Context: an optimization exercise on an open-source flow, tuned for small area, a short achievable clock period and few clock cycles. The choices shown serve that exercise and are no tape-out recipe.
RTL that was checked went through simulation tests only; none was proved equivalent to the original.
Power is estimated from default activity; no workload was simulated.

red:
## bfi_decoder
module bfi_decoder (
    input  wire         clk,
    input  wire         rst,
    input  wire         req_valid,
    output wire         req_ready,
    input  wire [7:0]   req_cmd,
    input  wire [15:0]  req_len,
    input  wire [39:0]  req_fields,
    input  wire [4:0]   req_p,
    input  wire [127:0] req_widths,
    input  wire [15:0]  req_n,
    input  wire [63:0]  req_ts,
    output wire         mem_req,
    output wire [15:0]  mem_addr,
    input  wire         mem_gnt,
    input  wire [7:0]   mem_rdata,
    output wire         ang_valid,
    input  wire         ang_ready,
    output wire [15:0]  ang_data,
    output reg          resp_valid,
    output reg  [3:0]   resp_status,
    output reg  [63:0]  resp_data,
    output reg  [4:0]   resp_p,
    output reg  [15:0]  resp_n,
    output wire [127:0] resp_widths,
    output reg  [5:0]   resp_dtn,
    output reg  [23:0]  err_required,
    output wire [18:0]  err_available,
    output reg  [7:0]   err_given,
    output wire [3:0]   err_allowed
);
Size: ~320 flip-flops, roughly 600 I/O pins, ~0.022 mm2 of cells after synthesis.
==> flow/config.mk <==
export PLATFORM = sky130hd
export DESIGN_NAME = bfi_decoder
export DESIGN_NICKNAME = bfi_decoder
export VERILOG_FILES = /design/flow/design.v
export SDC_FILE = /design/flow/constraint.sdc
export NUM_CORES = 4
export LEC_CHECK = 0
export CAP_MARGIN = 20
export CORE_MARGIN = 2
export CORE_UTILIZATION = 40
export SLEW_MARGIN = 20
==> flow/constraint.sdc <==
create_clock -name core_clock -period 15.0 [get_ports {clk}]
set_input_delay 3.0000 -clock core_clock [delete_from_list [all_inputs] [get_ports {clk}]]
set_output_delay 3.0000 -clock core_clock [all_outputs]
set_load 0.01 [all_outputs]
standard.sh (not shown) runs the stock make flow with config.mk's settings and CLKGATE_MAP_FILE= SYNTH_SCRIPT=/design/flow/synth_recipe.tcl, a recipe that flattens the netlist after the stock synthesis.
==> flow/flow/run.sh <==
#!/bin/bash
# Standard ORFS layout, with timing repair aimed past the 15 ns clock:
# repair_timing keeps working until the setup slack reaches the margin.
set -euo pipefail
bash standard.sh SETUP_SLACK_MARGIN=${MARGIN:-10} finish > standard.log 2>&1
Both conditions hold for red: the flow ran to the end and the final layout passed the timing, DRC and antenna checks.
> inputs changed (red -> blue)
# red
export LEC_CHECK = 0
export CAP_MARGIN = 20
export CORE_MARGIN = 2
export CORE_UTILIZATION = 40
export SLEW_MARGIN = 20
create_clock -name core_clock -period 15.0 [get_ports {clk}]
# blue
export LEC_CHECK = 0
export CAP_MARGIN = 20
export CORE_MARGIN = 2
export CORE_UTILIZATION = 65
export SLEW_MARGIN = 20
create_clock -name core_clock -period 15.0 [get_ports {clk}]
==> flow/run.sh (new file) <==
#!/bin/bash
# synth_recipe.tcl (not shown) runs the flow's synth.tcl, then flattens the netlist and writes it again
# the make line also repeats each setting of config.mk as NAME=value (left out here)
make -C /OpenROAD-flow-scripts/flow DESIGN_CONFIG=/design/flow/config.mk WORK_HOME=/design/flow/orfs CLKGATE_MAP_FILE= SYNTH_SCRIPT=/design/flow/synth_recipe.tcl finish
removed: flow/flow/run.sh
removed: flow/standard.sh
Results
All of blue and red finish clean. For the worst stage delay on the critical path, blue came in 0.44 ns higher than red did. Die: blue smaller than red. The sequential power of blue and that of red are within noise of each other. Compare blue and red | share of final layout cell area taken by clock buffers and inverters higher: red. Lower utilization was reported by red, not blue. In blue the share of the clock period used by the worst path turned out 6.7 points higher than in red. Power per unit of standard cell area (lower): red. blue ended up with state[0] as its startpoint of the worst setup timing path; red ended up with ptr[1]. Where area of the placeable core is concerned, red is outperformed by blue. Total power: blue vs red down 0.38%. blue ended up with a lower number of placed instances with taps included than red did.
Function was not checked in any run of this note: the RTL went through the layout flow alone.


JK:
Another version of the RTL of bfi_decoder (not shown whole).
Size in the first run: ~310 flip-flops, ~21000 um^2 of cells after synthesis.
clock: 15.0 ns
lec_check: 0
cap_margin: 20
core_margin: 2
core_utilization: 40
cts_cluster_diameter: 80
cts_cluster_size: 20
slew_margin: 20
==> flow/flow/run.sh <==
#!/bin/bash
# Standard ORFS layout, with two changes to how it is made:
#  - the I/O ports are buffered with buf_1 (then resized by repair) instead of
#    the default delay-buffer cell;
#  - timing repair keeps working until the setup slack reaches the margin, past
#    the 15 ns clock.
set -euo pipefail
bash standard.sh "BUFFER_PORTS_ARGS=-buffer_cell sky130_fd_sc_hd__buf_1" \
    SETUP_SLACK_MARGIN=${MARGIN:-10.85} finish > standard.log 2>&1
No stage failed in JK, and the final checks on the layout all came back clean.
Testbench counts of JK, summed over its fixed seeds: cycles 66,096.
## Diff of input files: MS against JK
diff --git a/flow/flow/run.sh b/flow/flow/run.sh
--- a/flow/flow/run.sh
+++ b/flow/flow/run.sh
@@ -8,2 +8,2 @@
 bash standard.sh "BUFFER_PORTS_ARGS=-buffer_cell sky130_fd_sc_hd__buf_1" \
-    SETUP_SLACK_MARGIN=${MARGIN:-10.85} finish > standard.log 2>&1
+    SETUP_SLACK_MARGIN=${MARGIN:-11} finish > standard.log 2>&1
diff --git a/flow/config.mk b/flow/config.mk
--- a/flow/config.mk
+++ b/flow/config.mk
@@ -10,4 +10,2 @@
 export CORE_UTILIZATION = 40
-export CTS_CLUSTER_DIAMETER = 80
-export CTS_CLUSTER_SIZE = 20
 export SLEW_MARGIN = 20
[compare] base=JK new=MS: highest achievable clock rate saw an increase, via count rose by about 1.4%.
On worst hold margin: between JK and MS, it ends up lower for MS.
MS ends up with a final critical delay including setup and external delays that is 35 ps lower than in JK.
The total power reported for MS is greater than that of JK by 100 uW.
MS -> JK: global-route track usage on met3 flat
JK → MS: clock skew now sits lower, area growth from synthesis to layout now sits higher.
> inputs changed (MS -> AL)
diff --git a/flow/flow/run.sh b/flow/flow/run.sh
--- a/flow/flow/run.sh
+++ b/flow/flow/run.sh
@@ -8,2 +8,2 @@
 bash standard.sh "BUFFER_PORTS_ARGS=-buffer_cell sky130_fd_sc_hd__buf_1" \
-    SETUP_SLACK_MARGIN=${MARGIN:-11} finish > standard.log 2>&1
+    SETUP_SLACK_MARGIN=${MARGIN:-10.5} finish > standard.log 2>&1
diff --git a/flow/config.mk b/flow/config.mk
--- a/flow/config.mk
+++ b/flow/config.mk
@@ -10,2 +10,4 @@
 export CORE_UTILIZATION = 40
+export CTS_CLUSTER_DIAMETER = 80
+export CTS_CLUSTER_SIZE = 20
 export SLEW_MARGIN = 20
==> run notes <==
Compared with MS, the detailed router inserted fewer vias in AL.
Total power: AL below MS
Comparing the two runs side by side, AL comes out behind MS on worst slew margin relative to its limit.
On routed wire length: AL sits below MS.
Fraction of the cycle the final worst path needs, AL and MS, higher one = AL.
What AL reported for number of signal-net buffers in the layout has to be multiplied by 1.4 to get the figure for MS.
AL vs. MS: cell area after placement went down 0.33%; area of all placed cells without fillers went down 2900 um^2.
The number of inserted filler cells in the final layout of AL is higher than that of MS.
From MS to AL the numbers moved as follows: number of clock buffers inserted by TritonCTS now smaller; utilization of the core after routing now smaller.


bfi_decoder again, from the RTL that the note above started with.
==> flow/design.v (excerpt) <==
module bfi_decoder (
    input  wire         clk,
    input  wire         rst,
    input  wire         req_valid,
    output wire         req_ready,
    input  wire [7:0]   req_cmd,
    input  wire [15:0]  req_len,
    input  wire [39:0]  req_fields,
    input  wire [4:0]   req_p,
    input  wire [127:0] req_widths,
    input  wire [15:0]  req_n,
    input  wire [63:0]  req_ts,
    output wire         mem_req,
    output wire [15:0]  mem_addr,
    input  wire         mem_gnt,
    input  wire [7:0]   mem_rdata,
    output wire         ang_valid,
    input  wire         ang_ready,
    output wire [15:0]  ang_data,
    output reg          resp_valid,
    output wire [3:0]   resp_status,
    output wire [63:0]  resp_data,
    output wire [4:0]   resp_p,
    output wire [15:0]  resp_n,
    output wire [127:0] resp_widths,
    output wire [5:0]   resp_dtn,
    output wire [23:0]  err_required,
    output wire [18:0]  err_available,
    output wire [7:0]   err_given,
    output wire [3:0]   err_allowed
);
clock: 15.0 ns
lec_check: 0
cap_margin: 20
core_margin: 2
core_utilization: 40
cts_cluster_diameter: 80
cts_cluster_size: 20
slew_margin: 20
==> flow/flow/run.sh <==
#!/bin/bash
# Standard ORFS layout, with two changes to how it is made:
#  - the I/O ports are buffered with buf_1 (then resized by repair) instead of
#    the default delay-buffer cell;
#  - timing repair keeps working until the setup slack reaches the margin, past
#    the 15 ns clock.
set -euo pipefail
bash standard.sh "BUFFER_PORTS_ARGS=-buffer_cell sky130_fd_sc_hd__buf_1" \
    SETUP_SLACK_MARGIN=${MARGIN:-10.7} finish > standard.log 2>&1
Testbench counts at the start, summed over its fixed seeds: cycles 66,096.
Next try:
--- a/flow/config.mk
+++ b/flow/config.mk
@@ -9,5 +9,3 @@
 export CORE_MARGIN = 2
 export CORE_UTILIZATION = 40
-export CTS_CLUSTER_DIAMETER = 80
-export CTS_CLUSTER_SIZE = 20
 export SLEW_MARGIN = 20
=>
- The changed run finished clean
- synthesized area stays the same
- fmax is about the same
- clock power came out higher by about a fifth
- clock-buffer cell count rose by 23
- core utilization rose by 0.35 points
- via count climbs slightly
Next try:
--- a/flow/flow/run.sh
+++ b/flow/flow/run.sh
@@ -7,3 +7,3 @@
 set -euo pipefail
 bash standard.sh "BUFFER_PORTS_ARGS=-buffer_cell sky130_fd_sc_hd__buf_1" \
-    SETUP_SLACK_MARGIN=${MARGIN:-10.7} finish > standard.log 2>&1
+    SETUP_SLACK_MARGIN=${MARGIN:-11} finish > standard.log 2>&1
--- a/flow/config.mk
+++ b/flow/config.mk
@@ -9,3 +9,5 @@
 export CORE_MARGIN = 2
 export CORE_UTILIZATION = 40
+export CTS_CLUSTER_DIAMETER = 80
+export CTS_CLUSTER_SIZE = 20
 export SLEW_MARGIN = 20
What happened: Non-clock buffer count rises by 206; wire length rises by 6.1%; final cell count rises by 5.7%; total power falls by 2.3%; setup slack is worse by 0.037 ns; combinational power rises by 19%.


Setup of lane 1:
Another version of the RTL of bfi_decoder (not shown whole).
Size in the first run: about 2200 cells after synthesis, about 21000 sq um of cells after synthesis.
Settings: LEC_CHECK=0, CAP_MARGIN=20, CORE_MARGIN=2, CORE_UTILIZATION=40, SLEW_MARGIN=20; clock period 15.0 ns.
==> flow/flow/run.sh <==
#!/bin/bash
# Standard ORFS layout, with timing repair aimed past the 15 ns clock:
# repair_timing keeps working until the setup slack reaches the margin.
set -euo pipefail
bash standard.sh SETUP_SLACK_MARGIN=${MARGIN:-11} finish > standard.log 2>&1
Testbench counts of lane 1, summed over its fixed seeds: cycles 66,096.
Inputs modified between lane 1 and lane 2:
Settings: CTS_BUF_LIST newly set to sky130_fd_sc_hd__clkbuf_4 sky130_fd_sc_hd__clkbuf_8.
==> flow/flow/run.sh <==
#!/bin/bash
# Standard ORFS layout, with two changes to how it is made:
#  - the I/O ports are buffered with buf_1 (then resized by repair) instead of
#    the default delay-buffer cell;
#  - timing repair keeps working until the setup slack reaches the margin, past
#    the 15 ns clock.
set -euo pipefail
bash standard.sh "BUFFER_PORTS_ARGS=-buffer_cell sky130_fd_sc_hd__buf_1" \
    SETUP_SLACK_MARGIN=${MARGIN:-11} finish > standard.log 2>&1
[summary]
- Lane 2 improves on lane 1 in clock network power consumption.
- Between lane 2 and lane 1, the difference in number of multi-input combinational cells is negligible.
- Minimum setup slack in the final design: lower on lane 2
- From lane 1 to lane 2 the numbers moved as follows: part of the total power dissipated in the clock network lost 0.9 points; first-pass GRT wire length went down.
- Reported for lane 2 and lane 1, number of tap cells added at floorplan turned out identical to the last digit.
- Highest net fanout along the worst path: lane 2 vs lane 1, no meaningful difference
- Lane 2 vs. lane 1: global-route usage down 0.76 points; design area down 6.4%.
For lane 3, these inputs were changed with respect to lane 2:
Settings: removing CTS_BUF_LIST (formerly sky130_fd_sc_hd__clkbuf_4 sky130_fd_sc_hd__clkbuf_8).
==> run notes <==
Compared lane 3 against lane 2; via density per instance within noise. Lane 3 against lane 2: number of flip-flops and latches ~0 delta; post-synthesis to final-layout area growth went up; worst setup slack saw an increase.


## build 58
Another version of the RTL of bfi_decoder (not shown whole).
For scale: ~2,200 cells after synthesis, ~300 flip-flops, about 21,000 um^2 of cells after synthesis.
## bfi_decoder
module bfi_decoder (
    input  wire         clk,
    input  wire         rst,
    input  wire         req_valid,
    output wire         req_ready,
    input  wire [7:0]   req_cmd,
    input  wire [15:0]  req_len,
    input  wire [39:0]  req_fields,
    input  wire [4:0]   req_p,
    input  wire [127:0] req_widths,
    input  wire [15:0]  req_n,
    input  wire [63:0]  req_ts,
    output wire         mem_req,
    output wire [15:0]  mem_addr,
    input  wire         mem_gnt,
    input  wire [7:0]   mem_rdata,
    output wire         ang_valid,
    input  wire         ang_ready,
    output wire [15:0]  ang_data,
    output reg          resp_valid,
    output wire [3:0]   resp_status,
    output wire [63:0]  resp_data,
    output wire [4:0]   resp_p,
    output wire [15:0]  resp_n,
    output wire [127:0] resp_widths,
    output wire [5:0]   resp_dtn,
    output wire [23:0]  err_required,
    output wire [18:0]  err_available,
    output wire [7:0]   err_given,
    output wire [3:0]   err_allowed
);
==> flow/config.mk <==
export PLATFORM = sky130hd
export DESIGN_NAME = bfi_decoder
export DESIGN_NICKNAME = bfi_decoder
export VERILOG_FILES = /design/flow/design.v
export SDC_FILE = /design/flow/constraint.sdc
export NUM_CORES = 4
export LEC_CHECK = 0
export CAP_MARGIN = 20
export CORE_MARGIN = 2
export CORE_UTILIZATION = 65
export CTS_CLUSTER_DIAMETER = 80
export CTS_CLUSTER_SIZE = 20
export SLEW_MARGIN = 20
==> flow/constraint.sdc <==
create_clock -name core_clock -period 15.0 [get_ports {clk}]
set_input_delay 3.0000 -clock core_clock [delete_from_list [all_inputs] [get_ports {clk}]]
set_output_delay 3.0000 -clock core_clock [all_outputs]
set_load 0.01 [all_outputs]
==> flow/flow/run.sh <==
#!/bin/bash
# Standard ORFS layout, with two changes to how it is made:
#  - the I/O ports are buffered with buf_1 (then resized by repair) instead of
#    the default delay-buffer cell;
#  - timing repair keeps working until the setup slack reaches the margin, past
#    the 15 ns clock.
set -euo pipefail
bash standard.sh "BUFFER_PORTS_ARGS=-buffer_cell sky130_fd_sc_hd__buf_1" \
    SETUP_SLACK_MARGIN=${MARGIN:-10.7} finish > standard.log 2>&1
Testbench counts of build 58, summed over its fixed seeds: cycles 66,115.
Setup changes, build 58 to build 69
Settings: swapping 65 for 55 in CORE_UTILIZATION; swapping 80 for 90 in CTS_CLUSTER_DIAMETER; swapping 20 for 24 in CTS_CLUSTER_SIZE.
Notes after the runs:
Status: clock edge transition at the registers on the reported setup and hold paths parity (build 58, build 69). [compare] base=build 58 new=build 69: cell area level; clock-buffer cell count went down 8; internal power component went down; die area saw an increase. Going from build 58 to build 69, clock skew -0.0058 ns; post-layout net count was more or less identical. The final reports for build 69 and build 58 show non-clock buffer count lower in the former. In build 69, maximum frequency is higher than in build 58. Total power after layout for build 69 is lower than for build 58. Build 69 — detailed-routed wire length on met3 36% lower, build 58 as reference.
--- input diff build 69..build 42 ---
Settings: changing CTS_CLUSTER_DIAMETER from 90 to 80; changing SLEW_MARGIN from 20 to 0; changing CAP_MARGIN from 20 to 0; changing CTS_CLUSTER_SIZE from 24 to 20.
Findings:
- Against build 69, build 42 comes in about 23% higher on peak supply drop.
- Compared with build 69, build 42 has less setup slack.
- Compared with build 69, in build 42 power share of the clock group went up 2.6 points, routed wire length held, power went up 3.5%, overall routing resource usage went up 0.19 points.
- Run comparison: build 42 highest-delay cell along the critical path sky130_fd_sc_hd__edfxtp_1; build 69 highest-delay cell along the critical path sky130_fd_sc_hd__buf_1
- The standard cells in build 42 occupy more silicon area than those in build 69 do.
- When build 42 is measured against build 69, its post-synthesis to final-layout area growth turns out 0.51 points higher.
- Number of sinks handled by clock tree synthesis: build 42 vs build 69 identical
- On via count, build 69 tracks build 42 almost exactly.
Modified inputs, build 77 compared to build 42
Settings: CAP_MARGIN now 20, was 0; CORE_UTILIZATION now 40, was 55; SLEW_MARGIN now 20, was 0.
--- outcome ---
Delta (build 77 minus build 42): count of clock-buffer cells in the layout increased 6, critical path arrival comparable, width of the die saw an increase, half-perimeter wire length after placement has increased.
Compared with build 42, in build 77 register clock-pin slew on the reported worst setup and hold paths now sits at about the same level; final hold slack now sits lower; non-clock buffer count now sits higher; via density per instance now sits lower; power now sits higher.
Relative to build 42, design area has increased by 3.7% in build 77.
Build 77 reports its topmost layer with routed signal wires as met4 while build 42 reports met5.

==> port drivers added, routing unchanged <==
The flow's constraints put no driver on any port. The routed layouts listed below were extracted and timed again, unchanged, in two steps.
Step 1 assumes that a clkbuf_16 drives the clock port and a buf_2 every other input.
Step 2 adds t to the input delays and takes it off the output delays; t is the mean of the earliest and latest rising clock arrival at the registers after step 1. Input paths then give back, and output paths get back, about the clock's delay inside the block.
a / b / c = ideal / step 1 / step 2; a / b = the first two.
run | shift t [ns] | slack for setup (ns) | hold slack, ns
red | 0.619 | 9.964 / 9.898 / 9.359 | 0.552 / 0.552 / 0.552
blue | 0.599 | 8.964 / 8.904 / 8.599 | 0.562 / 0.562 / 0.562
JK | 0.639 | 10.694 / 10.629 / 10.278 | 0.506 / 0.506 / 0.506
MS | 0.616 | 10.729 / 10.669 / 10.270 | 0.502 / 0.502 / 0.502
AL | 0.647 | 10.581 / 10.521 / 10.016 | 0.504 / 0.504 / 0.504
the first run of note 3 | 0.633 | 10.723 / 10.658 / 10.168 | 0.493 / 0.493 / 0.493
the second run of note 3 | 0.621 | 10.716 / 10.655 / 10.169 | 0.485 / 0.485 / 0.485
the third run of note 3 | 0.657 | 10.679 / 10.620 / 10.333 | 0.507 / 0.507 / 0.507
lane 1 | 0.605 | 10.755 / 10.697 / 10.431 | 0.500 / 0.500 / 0.500
lane 2 | 0.720 | 10.651 / 10.592 / 10.366 | 0.495 / 0.495 / 0.495
lane 3 | 0.618 | 10.749 / 10.689 / 10.458 | 0.496 / 0.496 / 0.496
build 58 | 0.595 | 10.641 / 10.628 / 10.081 | 0.517 / 0.517 / 0.517
build 69 | 0.572 | 10.692 / 10.634 / 10.282 | 0.509 / 0.509 / 0.509
build 42 | 0.615 | 10.673 / 10.612 / 10.193 | 0.505 / 0.505 / 0.505
build 77 | 0.656 | 10.684 / 10.623 / 10.159 | 0.497 / 0.497 / 0.497
After both steps setup and hold are still met in every run listed. For red, which loses most, drivers alone change the setup slack by -0.066 ns; drivers and shift together by -0.605 ns.
